From an optimization exercise on the open Yosys and OpenROAD flow, aimed at small area; shortcuts taken in it are not production practice.
No activity file was given, so power comes from the tool's default toggle rates.

Setup of north:
// osdp_frame_core
module osdp_frame_core (
    input  wire        clk,
    input  wire        rst,             
    input  wire        rx_valid,
    input  wire [7:0]  rx_data,
    input  wire        rx_error,
    output wire        rx_ready,
    output wire        buf_we,
    output wire [10:0] buf_addr,
    output wire [7:0]  buf_wdata,
    output reg  [7:0]  addr,
    output reg  [15:0] len,
    output reg  [7:0]  ctrl,
    output reg  [7:0]  cmd,
    output reg  [15:0] trailer,
    output wire        crc_mode,
    output reg         valid,
    output wire        poll_ack,
    output wire        frame_ready,
    output wire [2:0]  status,
    output reg         mcause,
    output wire        frame_done,
    output wire        malformed,
    output wire        transport_fault
);
==> module osdp_frame_core, before the edit <==
module osdp_frame_core (
    input  wire        clk,
    input  wire        rst,             
    input  wire        rx_valid,
    input  wire [7:0]  rx_data,
    input  wire        rx_error,
    output wire        rx_ready,
    output wire        buf_we,
    output wire [10:0] buf_addr,
    output wire [7:0]  buf_wdata,
    output reg  [7:0]  addr,
    output reg  [15:0] len,
    output reg  [7:0]  ctrl,
    output reg  [7:0]  cmd,
    output reg  [15:0] trailer,
    output wire        crc_mode,
    output reg         valid,
    output wire        poll_ack,
    output wire        frame_ready,
    output wire [2:0]  status,
    output reg         mcause,
    output wire        frame_done,
    output wire        malformed,
    output wire        transport_fault
);
    localparam [7:0]  SOM     = 8'h53;
    localparam [15:0] CRC_SOM = 16'h8B66;
    reg [10:0] idx;        
    reg [7:0]  aux;        
    reg [15:0] crc;
    reg        last;       
    reg        fault;
    reg        held;       
    reg        bad_hdr;    
    reg        pulse;      
    assign frame_done      = pulse && held && !fault;
    assign malformed       = pulse && bad_hdr && !fault;
    assign transport_fault = pulse && fault;
    assign crc_mode    = ctrl[2];
    assign poll_ack    = !cmd[7] && cmd[6] && (cmd[4:0] == 5'd0);
    assign frame_ready = held;
    assign status      = fault   ? 3'd4 :
                         bad_hdr ? 3'd3 :
                         held    ? {1'b0, !valid, valid} : 3'd0;
    assign rx_ready = !fault;
    wire take  = !rst && !rx_error && rx_valid && !fault;
    wire hunt  = (idx == 11'd0);
    wire som   = (rx_data == SOM);
    assign buf_we    = take && (!hunt || som);
    assign buf_addr  = idx;
    assign buf_wdata = rx_data;
    wire hdr   = (idx[10:3] == 8'd0);
    wire pre5  = hdr && (idx[2:0] < 3'd5);       
    wire at5   = hdr && (idx[2:0] == 3'd5);
    wire [10:0] cy2;                   
    assign cy2[0] = 1'b0;
    assign cy2[1] = 1'b1;
    genvar g;
    generate
        for (g = 2; g < 11; g = g + 1) begin : g_cy
            assign cy2[g] = cy2[g-1] & idx[g-1];
        end
    endgenerate
    wire [10:0] idx1 = {idx[10:1] ^ (cy2[10:1] & {10{idx[0]}}), !idx[0]};
    wire [10:0] idx2 = {idx[10:1] ^ cy2[10:1], idx[0]};
    wire pen   = (idx2 == len[10:0]);            
    wire len_bad = (len[15:3] == 13'd0 && len[2:0] != 3'd7) ||
                   (len > 16'd1440);
    wire len7crc = (len == 16'd7) && ctrl[2];
    wire hdr_bad = len_bad || len7crc;
    wire fin   = take && last;
    wire malf  = take && at5 && hdr_bad;
    wire [15:0] crc_upd;
    wire [7:0]  crc_x;
    osdp_crc16_byte u_crc (
        .crc_in  (crc),
        .data    (rx_data),
        .crc_out (crc_upd),
        .x       (crc_x)
    );
    wire aux_rx = hunt || (ctrl[2] && !pre5);
    wire [7:0] sum_a = aux & {8{!aux_rx}};
    wire [8:0] sum_c;
    wire [7:0] sum_next;
    assign sum_c[0] = 1'b0;
    genvar k;
    generate
        for (k = 0; k < 8; k = k + 1) begin : g_sum
            assign sum_next[k] = sum_a[k] ^ rx_data[k] ^ sum_c[k];
            assign sum_c[k+1]  = (sum_a[k] & rx_data[k]) | (sum_a[k] & sum_c[k]) |
                                 (rx_data[k] & sum_c[k]);
        end
    endgenerate
    wire crc_match = (crc_x == 8'h00) && (crc[7:0] == aux);
    wire sum_match = (sum_next == 8'h00);
    wire match     = ctrl[2] ? crc_match : sum_match;
    wire [7:0] rxm  = rx_data & {8{!rst}};
    wire       crc_keep = ctrl[2] && !rst;
    always @(posedge clk) begin
        if (rst || fin || malf)
            idx <= 11'd0;
        else if (buf_we)
            idx <= idx1;
        if (buf_we) begin
            aux <= sum_next;
            if (hunt || pre5 || !pen)
                crc <= hunt ? CRC_SOM : crc_upd;
        end
        if (rst || fin)
            last <= 1'b0;
        else if (take && !hunt && !pre5)
            last <= pen && !hdr_bad;
        if (rst || (take && hdr && idx[2:0] == 3'd1)) addr      <= rxm;
        if (rst || (take && hdr && idx[2:0] == 3'd2)) len[7:0]  <= rxm;
        if (rst || (take && hdr && idx[2:0] == 3'd3)) len[15:8] <= rxm;
        if (rst || (take && hdr && idx[2:0] == 3'd4)) ctrl      <= rxm;
        if (rst || (take && hdr && idx[2:0] == 3'd5)) cmd       <= rxm;
        if (rst || fin) begin
            trailer <= {rxm & {8{ctrl[2]}}, crc_keep ? aux : rxm};
            valid   <= match && !rst;
        end
        if (rst)
            mcause <= 1'b0;
        else if (malf)
            mcause <= !len_bad;
        if (rst)
            fault <= 1'b0;
        else if (rx_error)
            fault <= 1'b1;
        if (rst || (take && hunt && som))
            held <= 1'b0;
        else if (fin)
            held <= 1'b1;
        if (rst || (take && hunt && som))
            bad_hdr <= 1'b0;
        else if (malf)
            bad_hdr <= 1'b1;
        pulse <= !rst && (fin || malf || (rx_error && !fault));
    end
endmodule
export LEC_CHECK = 0
export CAP_MARGIN = 20
export CORE_AREA = 2 2 113.055 113.055
export DIE_AREA = 0 0 115.055 115.055
export SLEW_MARGIN = 20
create_clock -name core_clock -period 5.0 [get_ports {clk}]
standard.sh (not shown) runs the stock make flow with config.mk's settings and CLKGATE_MAP_FILE= SYNTH_SCRIPT=/design/flow/synth_recipe.tcl, a recipe that flattens the netlist after the stock synthesis.
==> flow/flow/run.sh <==
#!/bin/bash
# The standard ORFS layout (standard.sh, standard synthesis unchanged) with
# three layout settings passed through the environment:
#  * buffer_ports puts the smallest buffer (buf_1) on each input and output port;
#  * clock tree built from clkbuf_8 cells, without dummy loads;
#  * after global routing, non-critical cells are downsized (RECOVER_POWER).
# The whole make run's output is kept in standard_flow.log; ORFS keeps each
# step's log under orfs/logs/.
set -euo pipefail
export BUFFER_PORTS_ARGS="-buffer_cell sky130_fd_sc_hd__buf_1"
export CTS_ARGS="-sink_clustering_enable -repair_clock_nets -sink_clustering_size 25 -buf_list sky130_fd_sc_hd__clkbuf_8 -dont_use_dummy_load"
export RECOVER_POWER=100
bash standard.sh > standard_flow.log 2>&1
Input changes introduced in south (baseline for comparison: north):
--- a/flow/design.v
+++ b/flow/design.v
@@ -39,5 +39,4 @@
     reg [7:0]  aux;        
     reg [15:0] crc;
-    reg        last;       
     reg        fault;
     reg        held;       
@@ -79,5 +78,5 @@
     wire len7crc = (len == 16'd7) && ctrl[2];
     wire hdr_bad = len_bad || len7crc;
-    wire fin   = take && last;
+    wire fin   = take && pulse && !hunt;
     wire malf  = take && at5 && hdr_bad;
     wire [15:0] crc_upd;
@@ -105,11 +104,10 @@
     wire sum_match = (sum_next == 8'h00);
     wire match     = ctrl[2] ? crc_match : sum_match;
+    wire idx_clr = rst || fin || malf;
     wire [7:0] rxm  = rx_data & {8{!rst}};
     wire       crc_keep = ctrl[2] && !rst;
     always @(posedge clk) begin
-        if (rst || fin || malf)
-            idx <= 11'd0;
-        else if (buf_we)
-            idx <= idx1;
+        if (idx_clr || buf_we)
+            idx <= idx1 & {11{!idx_clr}};
         if (buf_we) begin
             aux <= sum_next;
@@ -117,8 +115,4 @@
                 crc <= hunt ? CRC_SOM : crc_upd;
         end
-        if (rst || fin)
-            last <= 1'b0;
-        else if (take && !hunt && !pre5)
-            last <= pen && !hdr_bad;
         if (rst || (take && hdr && idx[2:0] == 3'd1)) addr      <= rxm;
         if (rst || (take && hdr && idx[2:0] == 3'd2)) len[7:0]  <= rxm;
@@ -146,5 +140,10 @@
         else if (malf)
             bad_hdr <= 1'b1;
-        pulse <= !rst && (fin || malf || (rx_error && !fault));
+        if (rst || fault || (hunt && !rx_error))
+            pulse <= 1'b0;
+        else if (rx_error)
+            pulse <= 1'b1;
+        else if (take)
+            pulse <= pulse || (at5 && hdr_bad) || (!pre5 && pen);
     end
 endmodule
## What came out
- south ran to completion and came out clean on the timing, DRC and antenna checks.
- Going from north to south, final area held, share of cell area taken by muxes after synthesis saw a decrease, worst hold slack across all endpoints decreased by 0.055 ns relative to the old numbers, met1 global-route usage decreased by 0.73 points relative to the old numbers.
- Compared with north, in south sequential share of cell area has increased, post-route clock period utilization shrank by 0.91 points.
- south vs. north: summed instance area of the synthesized netlist went up; routed wire length saw a decrease; synthesized cell count decreased by about 4.3% relative to the old numbers; number of sinks driven by the clock tree dropped about 1%.
- In south, the clock power share came out 3.2 points below the value in north.
- Start point of the critical path = idx[6]$_SDFFE_PP0P_: north; start point of the critical path = idx[3]$_DFFE_PP_: south
Function was not checked in any run of this note: the RTL went through the layout flow alone.

-- afterwards: timing with drivers on the ports --
How much do the figures lean on ideal ports? The routed layouts below were timed once more, with nothing changed but the port constraints.
Step 1 (the two cells are an assumption about what drives the block):
set clk [get_ports {clk}]
set_driving_cell -lib_cell sky130_fd_sc_hd__clkbuf_16 $clk
set_driving_cell -lib_cell sky130_fd_sc_hd__buf_2 [delete_from_list [all_inputs] $clk]
Step 2 moves the port delays by t, midway between the first and last clock arrival at a register: inputs arrive t later, outputs are due t later. That takes back most of the time a late clock gives input paths.
Three values: ideal ports, drivers, drivers and shift; two values: the first two.
| run | t, ns | setup slack, ns | worst setup path after step 2 | latest minus earliest clock arrival (ns) |
|---|---|---|---|---|
| north | 0.396 | 0.253 / 0.253 / 0.253 | register to register | 0.035 / 0.035 |
| south | 0.385 | 0.299 / 0.299 / 0.299 | register to register | 0.027 / 0.027 |
After both steps setup and hold are still met in every run listed.
